Background: an optimization exercise with open tools, aiming at small area. Do not read the settings as production practice. The RTL was checked by simulation tests, not by an equivalence proof against the original design. The clock input has no modelled driver; a real chip could not lean on it and would need a root buffer or a full tree. No activity file was given, so power comes from the tool's default toggle rates.

==> willow: inputs <==
==> flow/design.v <==
module ksih (
    input  wire        clk,
    input  wire        rst,           
    output wire [3:0]  col_o,         
    input  wire [3:0]  row_i,         
    output wire [4:0]  out_o,         
    output wire        out_we_o,      
    input  wire        edge_i,        
    output wire        irq_o,         
    input  wire        invoke_i,      
    output wire        ret_o,         
    output wire        busy_o,        
    input  wire        hcmd_valid_i,  
    input  wire [10:0] hcmd_i,        
    output wire [7:0]  hrdata_o       
);
    reg [3:0] s_q;
    reg [3:0] col_q;
    reg [4:0] out_q;
    reg       ier_q;
    reg       isr_q;
    reg [7:0] hrdata_q;
    wire idle   = (s_q == 4'd0 || s_q == 4'd1 || s_q == 4'd2 || s_q == 4'd3);
    wire hv     = idle && hcmd_valid_i && !invoke_i;
    wire [2:0] op  = hcmd_i[10:8];
    wire       a0  = hcmd_i[0];
    wire s_out  = (s_q == 4'd12 || s_q == 4'd13 || s_q == 4'd14 || s_q == 4'd15);
    wire s_outm = (s_q == 4'd11);
    wire s_col1 = (s_q == 4'd6);
    wire s_coln = (s_q == 4'd7);
    wire s_dis  = (s_q == 4'd4);
    wire s_en   = (s_q == 4'd10);
    wire s_clr  = (s_q == 4'd9);
    wire [3:0] rl  = ~row_i;
    wire       hit = (rl == 4'b0001) | (rl == 4'b0010) | (rl == 4'b0100) | (rl == 4'b1000);
    wire rc1 = rl[2] | rl[3];
    wire rc0 = rl[1] | rl[3];
    wire [1:0] rr = {s_q[1], s_q[0]};
    wire cc1 = !col_q[2] | !col_q[3];
    wire cc0 = !col_q[1] | !col_q[3];
    reg [3:0] code;
    always @(*) begin
        case ({rr, cc1, cc0})
            4'd0: code = 4'hD;
            4'd1: code = 4'hE;
            4'd2: code = 4'hF;
            4'd3: code = 4'h0;
            4'd4: code = 4'hC;
            4'd5: code = 4'h9;
            4'd6: code = 4'h8;
            4'd7: code = 4'h7;
            4'd8: code = 4'hB;
            4'd9: code = 4'h6;
            4'd10: code = 4'h5;
            4'd11: code = 4'h4;
            4'd12: code = 4'hA;
            4'd13: code = 4'h3;
            4'd14: code = 4'h2;
            default: code = 4'h1;
        endcase
    end
    reg [3:0] s_d;
    always @(*) begin
        case (s_q)
            4'd4: s_d = 4'd5;
            4'd5: s_d = isr_q ? 4'd6 : 4'd1;
            4'd6, 4'd7: s_d = 4'd8;
            4'd8: s_d = hit ? (4'd12 | ({3'b000, rc1} << 1) | ({3'b000, rc0} << 0)) :
                          col_q[3] ? 4'd7 : 4'd11;
            4'd12, 4'd13, 4'd14, 4'd15, 4'd11: s_d = 4'd9;
            4'd9: s_d = 4'd10;
            4'd10: s_d = 4'd1;
            default: s_d = invoke_i ? 4'd4 : (hv && op == 3'd2) ? 4'd2 : 4'd0;
        endcase
    end
    always @(posedge clk) begin
        if (rst) begin
            s_q      <= 4'd0;
            col_q    <= 4'b1111;
            ier_q    <= 1'b0;
            isr_q    <= 1'b0;
            hrdata_q <= 8'h00;
        end else begin
            s_q <= s_d;
            if (s_col1)
                col_q <= 4'b1110;
            else if (s_coln)
                col_q <= {col_q[2:0], col_q[3]};
            else if (hv && op == 3'd0)
                col_q <= hcmd_i[3:0];
            if (s_dis || (hv && op == 3'd4 && a0))
                ier_q <= 1'b0;
            else if (s_en || (hv && op == 3'd6 && a0))
                ier_q <= 1'b1;
            isr_q <= edge_i | (isr_q & ~(s_clr || (hv && op == 3'd5 && a0)));
            if (hv && op == 3'd1)
                hrdata_q <= {row_i, col_q};
            else if (hv && op == 3'd3)
                hrdata_q <= {7'b0, isr_q};
        end
    end
    always @(posedge clk) begin
        if (rst)
            ;
        else if (s_out)
            out_q <= {1'b0, code};
        else if (s_outm)
            out_q <= 5'h10;
        else if (hv && op == 3'd2)
            out_q <= hcmd_i[4:0];
    end
    assign col_o    = col_q;
    assign out_o    = out_q;
    assign out_we_o = (s_q == 4'd2 || s_q == 4'd9);
    assign irq_o    = ier_q & isr_q;
    assign ret_o    = (s_q == 4'd1);
    assign busy_o   = !idle;
    assign hrdata_o = hrdata_q;
endmodule
==> flow/flow/run.sh <==
#!/bin/bash
# Own layout flow on top of the standard flow (standard.sh):
#  1. the standard synthesis, unchanged;
#  2. its combinational logic re-mapped for area by Yosys/ABC, every
#     register kept as the same cell instance with the same name;
#  3. the standard layout, with a buf_1 buffer on every port and a clock
#     tree cut down to a single buffer (flow/onebuf.tcl, after CTS).
# Each tool writes its full output to a log file in this folder.
set -euo pipefail
W=$(pwd)
R=$W/orfs/results/$FLOW_PLATFORM/ksih/base
LIB=$FLOW_HOME/platforms/sky130hd/lib/sky130_fd_sc_hd__tt_025C_1v80.lib

bash standard.sh synth > synth.log 2>&1

cp $R/1_2_yosys.v $W/standard_synth.v
cat > $W/remap.ys <<EOS
read_liberty -ignore_miss_func $LIB
read_verilog $W/standard_synth.v
hierarchy -top $FLOW_TOP
blackbox sky130_fd_sc_hd__dfxtp_1 sky130_fd_sc_hd__edfxtp_1
flatten
rename -hide w:*.*
opt_clean -purge
tee -o $W/remap_before.txt stat -liberty $LIB
abc -liberty $LIB -dont_use *lpflow* -dont_use *probe* -script $W/flow/remap.abc
setundef -zero
hilomap -singleton -hicell sky130_fd_sc_hd__conb_1 HI -locell sky130_fd_sc_hd__conb_1 LO
opt_clean -purge
rename -enumerate -pattern rmp_%
tee -o $W/remap_after.txt stat -liberty $LIB
write_verilog -noattr -noexpr -nohex -nodec $W/remapped.v
EOS
${YOSYS_EXE:-yosys} -s $W/remap.ys > remap.log 2>&1
cp $W/remapped.v $R/1_2_yosys.v

ONEBUF_CELL=sky130_fd_sc_hd__clkbuf_16 bash standard.sh \
  "POST_CTS_TCL=$W/flow/onebuf.tcl" \
  "BUFFER_PORTS_ARGS=-buffer_cell sky130_fd_sc_hd__buf_1" \
  "CTS_ARGS=-sink_clustering_enable -repair_clock_nets -dont_use_dummy_load -buf_list sky130_fd_sc_hd__clkbuf_8" \
  finish > layout.log 2>&1
==> flow/flow/onebuf.tcl <==
# POST_CTS hook: the clock tree of this small design needs only one buffer.
# Move every sink of the leaf clock buffers onto the root buffer's net,
# remove the leaf buffers, and size the root buffer.
set blk [ord::get_db_block]
set root ""
foreach inst [$blk getInsts] {
  set oterm [$inst findITerm X]
  if { $oterm == "NULL" } { continue }
  set ia [$inst findITerm A]
  if { $ia == "NULL" } { continue }
  set in [$ia getNet]
  if { $in != "NULL" && [$in getName] == "clk" && [string match "clkbuf_*" [$inst getName]] } { set root $inst }
}
set rnet [[$root findITerm X] getNet]
set leaves {}
foreach it [$rnet getITerms] {
  set inst [$it getInst]
  if { $inst != $root && [string match "clkbuf_*" [$inst getName]] } { lappend leaves $inst }
}
foreach leaf $leaves {
  set lnet [[$leaf findITerm X] getNet]
  foreach it [$lnet getITerms] {
    if { [$it getInst] != $leaf } { $it disconnect; $it connect $rnet }
  }
  odb::dbInst_destroy $leaf
  odb::dbNet_destroy $lnet
}
set m [[ord::get_db] findMaster $::env(ONEBUF_CELL)]
$root swapMaster $m
puts "onebuf: [$root getName] now $::env(ONEBUF_CELL), removed [llength $leaves] leaf buffers"
detailed_placement
estimate_parasitics -placement
==> flow/flow/remap.abc <==
strash
&get -n
&deepsyn -T 60
&dch -f
&nf -R 1000
&put
==> flow/standard.sh <==
#!/bin/bash
# synth_recipe.tcl (not shown) runs the flow's synth.tcl, then flattens the netlist and writes it again
# the make line also repeats each setting of config.mk as NAME=value (left out here)
make -C /OpenROAD-flow-scripts/flow DESIGN_CONFIG=/design/flow/config.mk WORK_HOME=/design/flow/orfs CLKGATE_MAP_FILE= SYNTH_SCRIPT=/design/flow/synth_recipe.tcl "${@:-finish}"
==> flow/config.mk <==
export PLATFORM = sky130hd
export DESIGN_NAME = ksih
export DESIGN_NICKNAME = ksih
export VERILOG_FILES = /design/flow/design.v
export SDC_FILE = /design/flow/constraint.sdc
export NUM_CORES = 4
export LEC_CHECK = 0
export CAP_MARGIN = 20
export CORE_MARGIN = 2
export CORE_UTILIZATION = 40
export SLEW_MARGIN = 20
==> flow/constraint.sdc <==
create_clock -name core_clock -period 10.0 [get_ports {clk}]
set_input_delay 2.0000 -clock core_clock [delete_from_list [all_inputs] [get_ports {clk}]]
set_output_delay 2.0000 -clock core_clock [all_outputs]
set_load 0.01 [all_outputs]
==> nickel (differences from willow) <==
--- a/flow/flow/run.sh
+++ b/flow/flow/run.sh
@@ -4,7 +4,7 @@
 #  2. its combinational logic re-mapped for area by Yosys/ABC, every
 #     register kept as the same cell instance with the same name;
 #  3. the standard layout, with a buf_1 buffer on every port and a clock
-#     tree cut down to a single buffer (flow/onebuf.tcl, after CTS).
+#     tree without dummy loads.
 # Each tool writes its full output to a log file in this folder.
 set -euo pipefail
 W=$(pwd)
@@ -34,8 +34,7 @@
 ${YOSYS_EXE:-yosys} -s $W/remap.ys > remap.log 2>&1
 cp $W/remapped.v $R/1_2_yosys.v
 
-ONEBUF_CELL=sky130_fd_sc_hd__clkbuf_16 bash standard.sh \
-  "POST_CTS_TCL=$W/flow/onebuf.tcl" \
+bash standard.sh \
   "BUFFER_PORTS_ARGS=-buffer_cell sky130_fd_sc_hd__buf_1" \
   "CTS_ARGS=-sink_clustering_enable -repair_clock_nets -dont_use_dummy_load -buf_list sky130_fd_sc_hd__clkbuf_8" \
   finish > layout.log 2>&1
removed: flow/flow/onebuf.tcl
==> comparison table <==
Sort of element at the end of the critical path: willow flop; nickel output pin
Time the final worst path needs with I/O delays and setup: willow 3.459 ns; nickel 3.543 ns
Cell area power density: willow 129.6 mW/mm^2; nickel 139.1 mW/mm^2
Run status: willow finished clean; nickel finished clean
M1 WL: willow 1097 um; nickel 1232 um
Crit path kind: willow in2reg; nickel reg2out
Number of standard cells in the final layout excluding fillers: willow 193; nickel 195
Portion of total power attributed to the clock network: willow 24.5%; nickel 30.5%
Clock network power: willow 0.0406 mW; nickel 0.0549 mW
Sequential share of cell area: willow 39.88%; nickel 39.38%
Length of the first detailed-routing pass in iterations: willow 5; nickel 4
Area growth from synthesis to layout: willow 18.68%; nickel 20.19%
GRT Total Usage: willow 20.20%; nickel 17.93%
Clock-cell share of area: willow 1.955%; nickel 3.185%
Slowest cell delay on critical path: willow 0.64 ns; nickel 0.39 ns
Maximum fanout encountered on the critical timing path: willow 7; nickel 8
Headroom to the max-slew limit: willow 44.87%; nickel 45.38%
Hold Slack: willow 0.4779 ns; nickel 0.4770 ns
Setup clock skew after layout: willow 0.003890 ns; nickel 0.01339 ns
Total detailed-routing wirelength: willow 2720 um; nickel 2741 um

-- re-timing with driven ports --
No port has a modelled driver above. Below, the same layouts with a new extraction and two added sets of constraints. Step 1, drivers: a clkbuf_16 drives clk and a buf_2 each remaining input, both assumed. Step 2 also shifts input and output timing later by t, the mid clock arrival at the registers, as if the neighbouring blocks saw the same clock. Slacks: ideal / step 1 / step 2; pairs: ideal / step 1.
run | t (ns) | setup slack, ns | hold WS [ns] | worst register clock-pin slew, ns
willow | 0.181 | 6.541 / 6.532 / 6.370 | 0.478 / 0.478 / 0.478 | 0.09 / 0.09
nickel | 0.286 | 6.457 / 6.430 / 6.373 | 0.477 / 0.477 / 0.477 | 0.08 / 0.08
After both steps every run listed still meets setup and hold. For willow, which loses most, drivers alone change the setup slack by -0.009 ns; drivers and shift together by -0.171 ns.
